This design comes from an exercise in tuning for small area on the open sky130 flow, not from production work.
Only the layout flow was run in this run; the RTL was not checked for function there.
Power and IR drop assume default switching activity.

[flow/design.v]
module pia_term (
    input  wire        clk,
    input  wire        rst_n,         
    input  wire        fast_video,    
    input  wire        pb_enable,     
    input  wire        bus_req,       
    input  wire        bus_we,        
    input  wire [15:0] bus_addr,
    input  wire [7:0]  bus_wdata,
    output reg  [7:0]  bus_rdata,     
    input  wire        bus_reset,     
    input  wire        rr_poll,       
    input  wire        key_valid,
    input  wire [7:0]  key_data,
    input  wire        tick_us,       
    input  wire [7:0]  pb_data,       
    input  wire        pb_last,       
    output wire        pb_pop,        
    output reg         term_char_valid,
    output reg  [6:0]  term_char,
    output reg         term_newline,
    output reg         reset_req,
    output reg         terminated
);
    localparam [7:0]  TERM_CODE    = 8'h04;    
    localparam [7:0]  RESET_CODE   = 8'h12;    
    localparam [7:0]  KBD_KEY_INIT = 8'h00;
    localparam [7:0]  CR_CODE      = 8'h0D;
    localparam [7:0]  LF_CODE      = 8'h0A;
    localparam [7:0]  PRINT_MIN    = 8'h20;
    localparam [5:0]  LINE_WIDTH   = 6'd40;
    localparam [14:0] BUSY_US      = 15'd16666;
    function [7:0] upper;
        input [7:0] c;
        begin
            if (c >= 8'h61 && c <= 8'h7A)
                upper = c - 8'h20;
            else
                upper = c;
        end
    endfunction
    function [7:0] norm_in;
        input [7:0] c;
        reg   [7:0] c1;
        begin
            c1      = (c == LF_CODE) ? CR_CODE : c;
            norm_in = upper(c1) | 8'h80;
        end
    endfunction
    reg [7:0]  ora, ddra, cra;
    reg [7:0]  orb, ddrb, crb;
    reg [7:0]  kbd_key;
    reg        kbd_pending;
    reg        pb_active;
    reg [14:0] busy_cnt;       
    reg [5:0]  col;
    wire       sel     = bus_addr[4];
    wire [1:0] slot    = bus_addr[1:0];
    wire       rd      = bus_req & ~bus_we & sel;
    wire       wr      = bus_req &  bus_we & sel;
    wire       mode_a  = cra[2];
    wire       mode_b  = crb[2];
    wire       rd_cra  = rd & (slot == 2'd1);
    wire       wr_orb  = wr & (slot == 2'd2) & mode_b;
    wire       busy    = ~fast_video & ~pb_active & (busy_cnt != 15'd0);
    wire       ready   = pb_active | kbd_pending;
    assign pb_pop = rd_cra & pb_active;
    reg [7:0] rdata_next;
    always @(*) begin
        if (!sel) begin
            rdata_next = 8'hFF;
        end else begin
            case (slot)
                2'd0: rdata_next = mode_a ? kbd_key : ddra;
                2'd1: rdata_next = {ready, cra[6:0]};
                2'd2: rdata_next = mode_b ? {busy, orb[6:0]} : ddrb;
                default: rdata_next = crb;
            endcase
        end
    end
    wire [7:0] out_c     = upper({1'b0, bus_wdata[6:0]});
    wire       out_cr    = (out_c == CR_CODE);
    wire       out_print = (out_c >= PRINT_MIN);
    wire       out_wrap  = out_print && (col + 6'd1 == LINE_WIDTH);
    wire       key_live  = key_valid & ~terminated;
    wire       key_term  = key_live & (key_data == TERM_CODE);
    wire       key_rst   = key_live & (key_data == RESET_CODE);
    wire       pb_active_after_bus = pb_active & ~(pb_pop & pb_last);
    wire       key_norm  = key_live & ~key_term & ~key_rst & ~pb_active_after_bus;
    wire       tick      = tick_us & ~terminated;
    always @(posedge clk) begin
        if (!rst_n) begin
            ora             <= 8'h00;
            ddra            <= 8'h00;
            cra             <= 8'h00;
            orb             <= 8'h00;
            ddrb            <= 8'h00;
            crb             <= 8'h00;
            kbd_key         <= KBD_KEY_INIT;
            kbd_pending     <= 1'b0;
            pb_active       <= pb_enable;
            busy_cnt        <= 15'd0;
            col             <= 6'd0;
            bus_rdata       <= 8'h00;
            term_char_valid <= 1'b0;
            term_char       <= 7'h00;
            term_newline    <= 1'b0;
            reset_req       <= 1'b0;
            terminated      <= 1'b0;
        end else begin
            term_char_valid <= 1'b0;
            term_newline    <= 1'b0;
            if (bus_reset) begin
                ora  <= 8'h00;
                ddra <= 8'h00;
                cra  <= 8'h00;
                orb  <= 8'h00;
                ddrb <= 8'h00;
                crb  <= 8'h00;
            end
            if (bus_req && !bus_we) begin
                bus_rdata <= rdata_next;
                if (rd_cra) begin
                    if (pb_active) begin
                        kbd_key <= norm_in(pb_data);
                        if (pb_last)
                            pb_active <= 1'b0;
                    end else begin
                        kbd_pending <= 1'b0;
                    end
                end
            end
            if (wr) begin
                case (slot)
                    2'd0: if (mode_a) ora <= bus_wdata; else ddra <= bus_wdata;
                    2'd1: cra <= bus_wdata;
                    2'd2: if (mode_b) orb <= bus_wdata; else ddrb <= bus_wdata;
                    default: crb <= bus_wdata;
                endcase
            end
            if (rr_poll)
                reset_req <= 1'b0;
            if (wr_orb) begin
                if (out_cr) begin
                    term_newline <= 1'b1;
                    col          <= 6'd0;
                end else if (out_print) begin
                    term_char_valid <= 1'b1;
                    term_char       <= out_c[6:0];
                    if (out_wrap) begin
                        term_newline <= 1'b1;
                        col          <= 6'd0;
                    end else begin
                        col <= col + 6'd1;
                    end
                end
            end
            if (wr_orb)
                busy_cnt <= tick ? BUSY_US - 15'd1 : BUSY_US;
            else if (tick && busy_cnt != 15'd0)
                busy_cnt <= busy_cnt - 15'd1;
            if (key_term)
                terminated <= 1'b1;
            if (key_rst)
                reset_req <= 1'b1;
            if (key_norm) begin
                kbd_key     <= norm_in(key_data);
                kbd_pending <= 1'b1;
            end
        end
    end
endmodule
[flow/run.sh]
#!/bin/bash
# synth_recipe.tcl (not shown) runs the flow's synth.tcl, then flattens the netlist and writes it again
# the make line also repeats each setting of config.mk as NAME=value (left out here)
make -C /OpenROAD-flow-scripts/flow DESIGN_CONFIG=/design/flow/config.mk WORK_HOME=/design/flow/orfs CLKGATE_MAP_FILE= SYNTH_SCRIPT=/design/flow/synth_recipe.tcl finish
[flow/config.mk]
export PLATFORM = sky130hd
export DESIGN_NAME = pia_term
export DESIGN_NICKNAME = pia_term
export VERILOG_FILES = /design/flow/design.v
export SDC_FILE = /design/flow/constraint.sdc
export NUM_CORES = 4
export LEC_CHECK = 0
export CAP_MARGIN = 20
export CORE_MARGIN = 2
export CORE_UTILIZATION = 40
export SLEW_MARGIN = 20
[flow/constraint.sdc]
create_clock -name core_clock -period 10.0 [get_ports {clk}]
set_input_delay 2.0000 -clock core_clock [delete_from_list [all_inputs] [get_ports {clk}]]
set_output_delay 2.0000 -clock core_clock [all_outputs]
set_load 0.01 [all_outputs]
==> run summary <==
worst register-to-register path, cell delays in order, from the launching register on:
cell and delay, ns:
dfxtp_1 0.37, or4_4 0.56, or4_1 0.56, or3_4 0.39, nor4_2 0.29, xnor2_1 0.18, a21oi_2 0.07
layout by cell type, fill, tap and decap left out, types with 3 or more instances in the layout:
| cell | n |
|---|---|
| nand2b_1 | 4 |
| xor2_1 | 4 |
| buf_4 | 5 |
| o211ai_1 | 3 |
| dfxtp_1 | 87 |
| a22o_1 | 3 |
| clkdlybuf4s50_1 | 57 |
| o21a_1 | 3 |
| a21oi_1 | 64 |
| o22ai_1 | 9 |
| or3b_2 | 3 |
| nor2b_1 | 5 |
| and3_1 | 4 |
| nor3b_1 | 35 |
| nor4_1 | 7 |
| clkbuf_8 | 9 |
| ha_1 | 6 |
| mux2i_1 | 18 |
| nand2_1 | 25 |
| or4_1 | 3 |
| and2_1 | 4 |
| xnor2_1 | 10 |
| a211oi_1 | 13 |
| o21ai_0 | 13 |
| inv_1 | 9 |
| nor2_1 | 86 |
| nand3b_1 | 13 |
| nor3_1 | 13 |
| nand3_1 | 11 |
| mux2_2 | 3 |
power by group through the flow:
| stage | logic, mW | registers (mW) | clock network [mW] |
|---|---|---|---|
| CTS | 0.248 | 0.418 | 0.254 |
| finish | 0.248 | 0.418 | 0.248 |
| floorplan | 0.196 | 0.414 | 0 |
| detailed placement | 0.246 | 0.426 | 0 |
| global placement | 0.239 | 0.424 | 0 |
| global route | 0.273 | 0.423 | 0.269 |
metrics by stage:
| stage | hold WS, ns | power [mW] | instances | util, % |
|---|---|---|---|---|
| 2_1_floorplan | 0.4545 | 0.6105 | 538 | - |
| 3_3_place_gp | 0.4618 | 0.6621 | 698 | 46.49 |
| 3_5_place_dp | 0.4724 | 0.6718 | 698 | 46.49 |
| 4_1_cts | 0.4864 | 0.9197 | 714 | 48.31 |
| 5_1_grt | 0.5159 | 0.9654 | 714 | 48.31 |
| 6_report | 0.4788 | 0.9138 | 714 | 48.31 |
worst paths after layout:
| check | cells past startpoint | start | to | slack (ns) |
|---|---|---|---|---|
| setup / recovery | 4 | bus_addr[1] | pb_pop | 3.53 |
| hold / removal | 2 | reset_req | reset_req | 0.48 |
| setup reg to reg | 6 | busy_cnt[4] | busy_cnt[14] | 7.43 |
| hold reg to reg | 2 | reset_req | reset_req | 0.48 |
state kept, by name, indices dropped and copies added (netlist names):
register / count
term_char: 7
crb: 8
busy_cnt: 15
ddra: 8
ddrb: 8
pb_active: 1
orb: 7
reset_req: 1
bus_rdata: 8
cra: 7
term_char_valid: 1
kbd_key: 8
kbd_pending: 1
col: 6
terminated: 1
term_newline: 1
layout make-up:
cell class,instances,share of cell area (%)
Timing Repair Buffer,62,11.66
Multi-Input combinational cell,398,46.51
Sequential cell,88,33.98
Clock buffer,9,2.376
Inverter,10,0.7199
Tap cell,140,3.360
Clock inverter,7,1.392
per-layer routing:
layer | vias to the layer above | global-route usage, %
li1 | 1976 | -
met1 | 1855 | 25.10
met2 | 92 | 29.51
met3 | 14 | 3.825
met4 | 0 | 5.678
met5 | - | 0
cells by family (layout without fill, tap and decap cells):
logic type | count (synthesis) | after routing | share of synthesized area (%)
multiplexers | 22 | 22 | 5.383
AND/OR/NAND/NOR | 228 | 228 | 27.77
adder cells (fa/ha/maj) | 6 | 6 | 1.709
XOR/XNOR | 14 | 14 | 2.791
AO/OA/AOI/OAI | 128 | 128 | 17.54
buffers and inverters | 52 | 88 | 4.472
flip-flops | 88 | 88 | 40.33
==> results.py <==
metrics = {
    "status": {
        "status": "timing/DRC/antenna clean",
    },
    "power_and_ir_drop": {
        "p_leak_nw": 1.829,
        "clkPwrFrac_pct": 27.1,
        "switching_share_pct": 32.57,
        "vdd_ir_drop_max_mv": 0.1119,
        "power_frac_comb_pct": 27.1,
        "seqPwrFrac_pct": 45.8,
        "power_density_nw_per_um2": 175.3,
        "intPower_mw": 0.6162,
        "switchingPower_mw": 0.2976,
    },
    "timing": {
        "worst_pin_slew_ns": 0.8278,
        "finalCritPeriodShare_pct": 64.70,
        "max_slew_margin_pct": 44.64,
        "setup_tns_ns": 0,
        "skew_ns": 0.008325,
        "rsz0062_at_grt": "false",
        "period_needed_ns": 6.470,
        "finalSetupViolCount": 0,
        "maxSlewViolCount": 0,
        "max_freq_ghz": 0.1546,
        "final.setup.worst_slack_ns": 3.530,
        "finalHoldViolCount": 0,
    },
    "layout": {
        "antenna_cells": 0,
        "area_delta_synth_final_pct": 18.68,
        "seq_area_sq_um": 1772,
        "stdcell_area_sq_um": 5214,
        "layout.nets": 626,
        "drive_gt1_share_pct": 6.794,
        "multi_input_area_sq_um": 2425,
        "nFillCells": 1068,
    },
    "routing": {
        "vias": 3937,
        "wl_met1_um": 5077,
        "wl_met3_um": 565,
        "ant_nets": 0,
        "wl_um": 10740,
        "top_layer_used": "met4",
        "met2WireLength_um": 4941,
        "drt-initial-drc-count": 237,
        "vias_per_cell": 5.514,
        "first_pass_iters": 4,
        "drc": 0,
        "wl_per_cell_um": 15.04,
    },
    "synth": {
        "yosysMostFrequentCell": "dfxtp_1",
        "synth_edf_count": 1,
        "ys_types": 58,
        "synth-seq-area-share_pct": 40.33,
        "async_reset_ff_share_pct": 0,
        "synth_top_area_share_pct": 39.65,
        "netlist_instances": 538,
        "synth_area_sq_um": 4393,
        "yosysTopAreaCell": "dfxtp_1",
        "synth_warnings": 1,
        "yosys_most_used_dff": "dfxtp_1",
        "synth_area_leaders": "dfxtp_1 (40%), nor2_1 (7.3%), a21oi_1 (7.3%)",
        "ys_ff_latch": 88,
        "synth_area_per_cell_sq_um": 8.165,
        "synth_commonest_cells": "dfxtp_1 (87), nor2_1 (86), a21oi_1 (64), clkbuf_1 (36), nor3b_1 (35)",
        "syn-num-nets": 595,
    },
    "die": {
        "rows": 38,
        "die_w_um": 108.8,
        "dieArea_sq_um": 11840,
        "initial_utilization_pct": 40.70,
        "core_sq_um": 10790,
        "die_y_um": 108.8,
        "io_pins": 71,
    },
    "setup_path": {
        "arrival_ns": 4.47,
        "end_kind": "output port",
        "crit_fanout": 22,
        "cp_top_family": "buffers and inverters",
        "critPathLaunchType": "input port",
        "cp.required_ns": 8.00,
        "crit_top_cell": "clkdlybuf4s50_1",
        "crit_slowest_cell": "clkdlybuf4s50_1",
        "crit_type": "input port to output port",
        "worstPathBufferInverterCount": 2,
        "crit_chain": "clkdlybuf4s50_1 > nand3b_1 > nor2_1 > clkdlybuf4s50_1",
        "cpPeakStageDelay_ns": 0.84,
    },
    "clocking": {
        "root_buffer": "clkbuf_8",
        "post_cts_buffers": 0,
        "cts.sinks": 88,
        "hold_buffers": 0,
        "ctsResizeCount": 0,
        "h-tree-depth": 3,
        "cts_tree": "yes",
        "cts_buffers": 9,
        "cts_buffer_depth": 2,
        "clkTransAtPathRegs_ns": 0.09,
        "clk-insertion-delay-late_ns": 0.36,
    },
    "global_routing": {
        "grt_max_degree": 66,
        "grt_antenna_before_repair": 0,
        "grt_pass1_wl_um": 17340,
        "grt_pass1_vias": 3532,
        "grt.overflow.total": 0,
        "grt_usage_pct": 18.48,
    },
    "worst_hold_path": {
        "min_path_type": "flop to flop",
    },
    "placed_design": {
        "post-dp-hpwl_um": 7325,
        "place_congestion": 0.8166,
        "pre_cts_ws_ns": 3.567,
        "placedInstanceArea_sq_um": 5017,
        "io_buffers": 57,
    },
    "flow_run": {
        "maxCapViolCount": 0,
    },
}

[port drivers added, routing unchanged]
How much do the figures lean on ideal ports? The routed layout below was timed once more, with nothing changed but the port constraints.
Step 1, drivers: a clkbuf_16 drives clk and a buf_2 each remaining input, both assumed.
Step 2 also shifts input and output timing later by t, the mid clock arrival at the registers, as if the neighbouring blocks saw the same clock.
Three values: no drivers, after step 1, after step 2; two values: the first two.
t, ns: 0.393
setup slack, ns: 3.530 / 3.503 / 3.503
hold WS [ns]: 0.479 / 0.479 / 0.479
worst register clock-pin slew, ns: 0.09 / 0.09
After both steps setup and hold are still met in this run. The setup slack of this run moves by -0.027 ns with the drivers and by -0.027 ns with both steps.
